Source: an optimization exercise on an open RTL-to-GDS flow (aim: small area). Production flows keep margins and buffers that such runs may drop. Only simulation tests tie the RTL to the original design; equivalence was not proved. Power figures rest on the tool's default switching activity, not on a simulated workload.

==> flow/design.v (outline; a module is shown in full before it is edited, if it fits) <==
// module g_a211oi: 3 lines
// module g_a21oi: 3 lines
// module g_a221oi: 3 lines
// module g_a22oi: 3 lines
// module g_a311oi: 3 lines
// module g_a31o: 3 lines
// module g_a31oi: 3 lines
// module g_a32o: 3 lines
// module g_a41oi: 3 lines
// module g_and2: 3 lines
// module g_and3: 3 lines
// module g_inv: 3 lines
// module g_mux2i: 3 lines
// module g_nand2: 3 lines
// module g_nand3: 3 lines
// module g_nand4: 3 lines
// module g_nor2: 3 lines
// module g_nor3: 3 lines
// module g_nor4: 3 lines
// module g_o2111ai: 3 lines
// module g_o211ai: 3 lines
// module g_o21ai: 3 lines
// module g_o221ai: 3 lines
// module g_o22ai: 3 lines
// module g_o311ai: 3 lines
// module g_o31ai: 3 lines
// module g_o32ai: 3 lines
// module g_o41ai: 3 lines
// module g_or2: 3 lines
// module g_or3: 3 lines
// module g_or4: 3 lines
// module g_xnor2: 3 lines
// module g_xor2: 3 lines
// module rfid_lock_core: 4432 lines
module rfid_lock_core(clk, rst, ms_tick, sec_tick, pf_event, pcd_cs_n, pcd_sck, pcd_mosi, pcd_miso, pcd_rst_n, nv_rd, nv_rdata, nv_wr, nv_wdata, auth_req, auth_uid, auth_ack, auth_match, act_valid, act_unlock, booted
, locked_out, last_result);
  // ...
==> flow/flow/run.sh <==
#!/bin/bash
# Standard ORFS layout with changes that only affect cell sizes:
#  - every port still gets its own buffer, but a buf_1 instead of the default
#  - logic cells sized up by synthesis start again from drive strength 1
#    before placement's repair_design
#  - CTS uses smaller clock buffers and inserts no dummy loads
set -euo pipefail
HERE=$(pwd)
export BUFFER_PORTS_ARGS="-buffer_cell sky130_fd_sc_hd__buf_1"
export PRE_RESIZE_TCL="$HERE/flow/downsize.tcl"
export CTS_ARGS="-sink_clustering_enable -repair_clock_nets -dont_use_dummy_load -buf_list sky130_fd_sc_hd__clkbuf_16"
bash standard.sh > standard_flow.log 2>&1
==> flow/flow/downsize.tcl <==
# Sized-up logic cells from synthesis go back to drive strength 1 before
# repair_design, which sizes up again only where slew or load need it.
set n 0
foreach inst [get_cells *] {
  set m [get_property $inst ref_name]
  if {[regexp {^(sky130_fd_sc_hd__[a-z0-9]+)_([0-9]+)$} $m -> base d] && $d > 1} {
    if {[regexp {df|dl|conb|tap|fill|decap|clk} $base]} { continue }
    set lc [get_lib_cells -quiet */${base}_1]
    if {[llength $lc] == 1} {
      replace_cell $inst $lc
      incr n
    }
  }
}
puts "downsize.tcl: $n cells set to drive strength 1"
# repair_design may use at most drive strength 4 for the few nets that need it
set big {}
foreach lc [get_lib_cells */sky130_fd_sc_hd__*] {
  set nm [get_name $lc]
  if {[regexp {^sky130_fd_sc_hd__[a-z0-9]+_(6|8|12|16)$} $nm] && ![regexp {clkbuf|clkinv} $nm]} {
    lappend big $lc
  }
}
set_dont_use $big
puts "downsize.tcl: [llength $big] cells of drive strength 6 or more not used by repair"
==> flow/standard.sh <==
#!/bin/bash
# synth_recipe.tcl (not shown) runs the flow's synth.tcl, then flattens the netlist and writes it again
# the make line also repeats each setting of config.mk as NAME=value (left out here)
make -C /OpenROAD-flow-scripts/flow DESIGN_CONFIG=/design/flow/config.mk WORK_HOME=/design/flow/orfs CLKGATE_MAP_FILE= SYNTH_SCRIPT=/design/flow/synth_recipe.tcl "${@:-finish}"
==> flow/config.mk <==
export PLATFORM = sky130hd
export DESIGN_NAME = rfid_lock_core
export DESIGN_NICKNAME = rfid_lock_core
export VERILOG_FILES = /design/flow/design.v
export SDC_FILE = /design/flow/constraint.sdc
export NUM_CORES = 4
export LEC_CHECK = 0
export CAP_MARGIN = 20
export CORE_MARGIN = 2
export CORE_UTILIZATION = 40
export PLACE_DENSITY = 0.6
export SLEW_MARGIN = 20
export SYNTH_HIERARCHICAL = 1
export SYNTH_MINIMUM_KEEP_SIZE = 0
==> flow/constraint.sdc <==
create_clock -name core_clock -period 10.0 [get_ports {clk}]
set_input_delay 2.0000 -clock core_clock [delete_from_list [all_inputs] [get_ports {clk}]]
set_output_delay 2.0000 -clock core_clock [all_outputs]
set_load 0.01 [all_outputs]
==> flow_metrics.py, run 1 <==
metrics = {
    "global_route": {
        "grt_use_met1": 0.3262,
        "top_usage_layer": "met1",
    },
    "layout": {
        "clk_share": 0.03774,
        "final_cell_count_no_fill": 1068,
        "nNonClkInverters": 97,
        "bufAreaShareNonClock": 0.08723,
        "largestClassByArea": "multi-input gates",
        "area_delta_synth_final_pct": 4.675,
    },
    "setup_path": {
        "r2r_start": "st[3]",
        "r2r_slack_ns": 6.57,
        "worstPathCellList": "nor2_1 -> inv_1 -> nor2_1 -> inv_1 -> nor2_1 -> inv_1 -> nor2_1 -> inv_1 -> o2111ai_1 -> nand3_1 -> a32o_1 -> o22ai_1 -> buf_1",
        "required_ns": 8.00,
        "endpoint_kind": "primary output",
        "critPathLaunch": "st[4]",
    },
    "job": {
        "maxCapViolCount": 0,
    },
    "synth": {
        "synth.area.mux_share": 0.001756,
        "yosysTopAreaCell": "dfxtp_1",
        "yosysSeqAreaShare": 0.3126,
        "synth_adder_area_share": 0,
        "synth_nets": 822,
        "synth-edff-count": 0,
        "synth_top_family_by_area": "simple AND/OR/NAND/NOR gates",
        "yosys_warnings": 7,
    },
    "pwr": {
        "clock_power_share": 0.218,
        "pg_comb_uw": 553,
        "powerClk_uw": 288,
        "cellPowerDensity_nw_per_um2": 221.9,
        "p_int_uw": 754.2,
    },
    "worst_hold_path": {
        "hold_path_startpoint": "auth_uid[20]",
    },
    "sta": {
        "relSlewSlack": 0.3334,
        "fin_crit_ns": 4.924,
    },
    "placed_design": {
        "hpwlAfterDp_microns": 12970,
        "placed_area_sq_um": 5734,
    },
    "routing": {
        "drt-total-wl_microns": 16700,
        "top_layer_used": "met4",
        "dr.pass1.iters": 8,
        "wl_met1_microns": 8233,
        "wl_per_cell_microns": 15.63,
        "final_antenna_net_count": 0,
    },
    "clock_tree": {
        "insertion_delay_ns": 0.34,
        "clkTransAtPathRegs_ns": 0.06,
    },
    "floorplanning": {
        "chipWidth_microns": 123.4,
        "coreArea_sq_um": 13880,
    },
    "status": {
        "status": "complete, no violations",
    },
}
==> run 2, diff against run 1 <==
--- a/flow/flow/run.sh
+++ b/flow/flow/run.sh
@@ -8,5 +8,5 @@
 HERE=$(pwd)
 export BUFFER_PORTS_ARGS="-buffer_cell sky130_fd_sc_hd__buf_1"
 export PRE_RESIZE_TCL="$HERE/flow/downsize.tcl"
-export CTS_ARGS="-sink_clustering_enable -repair_clock_nets -dont_use_dummy_load -buf_list sky130_fd_sc_hd__clkbuf_16"
+export CTS_ARGS="-sink_clustering_enable -repair_clock_nets -dont_use_dummy_load -buf_list sky130_fd_sc_hd__clkbuf_8 -sink_clustering_size 23 -sink_clustering_max_diameter 100"
 bash standard.sh > standard_flow.log 2>&1
==> run 2 against run 1 <==
Effect of this change:
- clock skew rose by 0.0083 ns
- clock power shrank about 30%
- register-to-register slack is essentially flat
- worst setup slack lost 0.041 ns
- sequential share of layout area increased by 0.52 points
- maximum frequency fell by 0.83%
- utilization is 0.73 points lower
- highest routed layer unchanged
- global-route usage shrank 0.078 points
- clock-buffer cell count did not move
- area after synthesis is the same
- via count grew 0.45%
==> flow_metrics.py, run 2 <==
metrics = {
    "setup_path": {
        "crit_type": "reg2out",
        "critPathLaunchType": "register",
        "path_max_fanout": 5,
        "endpoint_kind": "primary output",
        "cp.arrival_ns": 2.96,
        "required_ns": 8.00,
    },
    "worst_hold_path": {
        "hp-class": "reg2reg",
    },
    "clock_tree": {
        "htreeDepth": 3,
        "clkTransAtPathRegs_ns": 0.09,
        "cts_tree": "yes",
        "cts_setup_buffers": 0,
        "clock_path_buffers": 2,
        "cts.repair.resized": 0,
        "cts.sinks": 89,
        "cts_root_buffer": "clkbuf_8",
        "cts_hold_buffers": 0,
        "insertion_delay_ns": 0.37,
        "numCtsBuffers": 9,
    },
    "pwr": {
        "cellPowerDensity_nw_per_um2": 211.1,
        "p_sw_uw": 562.2,
        "peakVddDrop_mv": 0.09597,
        "p_leak_uw": 0.002353,
        "clock_power_share": 0.164,
        "p_int_uw": 676.0,
        "swShare": 0.4540,
        "share_comb_of_total_power": 0.446,
        "seqPwrFrac": 0.390,
    },
    "routing": {
        "drtIter0Drc": 409,
        "wl_per_cell_microns": 15.65,
        "final_antenna_net_count": 0,
        "via_count": 5532,
        "dr.pass1.iters": 5,
        "drc": 0,
        "drt-total-wl_microns": 16710,
        "vias_per_cell": 5.180,
    },
    "synth": {
        "yosys-top-cells-area": "dfxtp_1 31%, nand2_1 9.2%, nor2_1 7.4%",
        "yosys_warnings": 7,
        "yosys.cell_types.count": 35,
        "synth-edff-count": 0,
        "synth_nets": 822,
        "synthFlopType": "dfxtp_1",
        "synth_top_cell_area_share": 0.3126,
        "synth_adder_area_share": 0,
        "synth-compound-area-share": 0.2215,
        "synth-seq-cells": 89,
        "synth.area.mux_share": 0.001756,
        "netlist_instances": 774,
        "yosysMostFrequentCell": "nand2_1",
        "synth_top_family_by_area": "simple AND/OR/NAND/NOR gates",
        "yosysSeqAreaShare": 0.3126,
        "synth_common_cells": "139 x nand2_1, 112 x nor2_1, 97 x inv_1",
        "synth-simple-area-share": 0.2829,
        "ys_async_sr_fraction": 0,
        "synth.avg_cell_area_sq_um": 7.365,
        "synthXorXnorAreaFrac": 0.07529,
        "yosysTopAreaCell": "dfxtp_1",
        "syn_area_sq_um": 5700,
    },
    "floorplanning": {
        "initial_core_util": 0.4107,
        "dieArea_sq_um": 15220,
        "chipWidth_microns": 123.4,
        "die_y_microns": 123.4,
        "row_count": 43,
        "coreArea_sq_um": 13880,
        "io_pins": 134,
    },
    "sta": {
        "fmax_ghz": 0.2014,
        "rsz0062_at_grt": "false",
        "setup_viol": 0,
        "finClkSkew_ns": 0.02086,
        "worst_pin_slew_ns": 0.9773,
        "relSlewSlack": 0.3485,
        "hold_violations": 0,
        "fin_crit_sh": 0.4965,
        "maxSlewViolCount": 0,
        "tns_ns": 0,
        "fin_hold_ws_ns": 0.4338,
        "setup_slack_ns": 5.035,
        "fin_crit_ns": 4.965,
    },
    "layout": {
        "largest_reg_flops": 32,
        "layout_commonest_cell": "nand2_1",
        "drive_gt1_frac": 0.01577,
        "antenna_cells": 0,
        "utilization": 0.4226,
        "area_delta_synth_final_pct": 2.897,
        "final_cell_mix": "139 x nand2_1, 134 x buf_1, 112 x nor2_1",
        "layout.nets": 938,
    },
    "placed_design": {
        "gp_congestion": 0.9585,
        "io_buffers": 133,
        "hpwlAfterDp_microns": 12970,
        "dp_slack_ns": 5.541,
    },
    "global_route": {
        "overflow": 0,
        "grt_pass1_wl_microns": 25740,
        "grt_pass1_vias": 4893,
        "grtUsageTotal": 0.2177,
        "antenna_found_initial": 0,
        "grt_max_degree": 45,
    },
    "job": {
        "maxCapViolCount": 0,
    },
    "status": {
        "status": "complete, no violations",
    },
}
-- run 2: cell counts after synthesis --
Identical to the previous run, type by type.
-- run 2: final cells by class --
| cell class | count | area [sq um] |
|---|---|---|
| Fill cell | 1553 | 8015 |
| Multi-Input combinational cell | 556 | 2850 |
| Sequential cell | 89 | 1782 |
| Timing Repair Buffer | 137 | 520.5 |
| Inverter | 97 | 364.1 |
| Tap cell | 180 | 225.2 |
| Clock buffer | 9 | 123.9 |
-- run 2: per-stage QoR --
step                      total power, uW  cell area (sq um)  instances
after floorplan                     962.5               5700        774
after global placement               1118               6211       1057
after detailed placement             1031               5734       1059
after CTS                            1234               5858       1068
after global routing                 1328               5866       1068
final                                1238               5866       1068
-- run 2: power groups by stage --
stage	clock network [uW]	logic [uW]	registers, uW
floorplan	0	488	475
global placement	0	624	494
detailed placement	0	540	490
CTS	209	543	482
global route	219	617	493
finish	203	553	483
-- run 2: worst paths after layout --
| path | start | to | slack (ns) | cells after the start |
|---|---|---|---|---|
| worst max-delay path | st[2] | pcd_mosi | 5.04 | 12 |
| worst min-delay path | auth_uid[20] | auth_uid[21] | 0.43 | 2 |
| worst max register to register | st[3] | ticks[5] | 6.58 | 15 |
| worst min register to register | auth_uid[20] | auth_uid[21] | 0.43 | 2 |
-- run 2: per-module statistics from Yosys, one instance, submodules excluded, a selection --
module	cells	copies in the design	flops+latches	cell area, sq um
g_a221oi	1	2	0	15.01
g_a311oi	1	1	0	8.758
g_a31oi	1	16	0	6.256
g_a32o	1	1	0	10.01
g_and2	1	1	0	6.256
g_mux2i	1	1	0	10.01
g_nand3	1	26	0	5.005
g_nand4	1	11	0	6.256
g_nor2	1	112	0	3.754
g_o2111ai	1	4	0	15.01
g_o211ai	1	2	0	12.51
g_o31ai	1	1	0	12.51
rfid_lock_core	121	1	89	2022
-- run 2: routing by layer --
layer  GRT usage  share of wire
met4     0.07741          0.020
met1      0.3256           0.49
met2      0.3115           0.42
met3     0.03598          0.065
met5           0              0
-- run 2: critical path: stages, from the launching register on --
cell	delay, ns
dfxtp_1	0.39
inv_1	0.09
nor3_1	0.38
inv_1	0.16
nor2_1	0.36
inv_1	0.11
nor2_1	0.25
nor4_1	0.10
nand2_1	0.08
nand3_1	0.07
a32o_1	0.25
o22ai_1	0.17
buf_1	0.17
-- run 2: logic make-up after synthesis --
kind of cell    Yosys count
xor+xnor                 49
mux                       1
buf+inv                 129
compound gates          167
simple gates            339
flops                    89

[separate check: timing with driven ports]
Ports are ideal in the flow. The routed layouts listed here were re-timed in OpenROAD. Step 1 assumes that a clkbuf_16 drives the clock port and a buf_2 every other input. Step 2 also shifts input and output timing later by t, the mid clock arrival at the registers, as if the neighbouring blocks saw the same clock. Slacks: ideal / step 1 / step 2; pairs: ideal / step 1.
run	t (ns)	setup slack, ns	hold slack, ns	cell pins on the clock port's net
run 1	0.378	5.076 / 5.036 / 5.414	0.441 / 0.441 / 0.441	1
run 2	0.396	5.035 / 5.000 / 5.395	0.434 / 0.434 / 0.434	1
After both steps setup and hold are still met in every run listed.
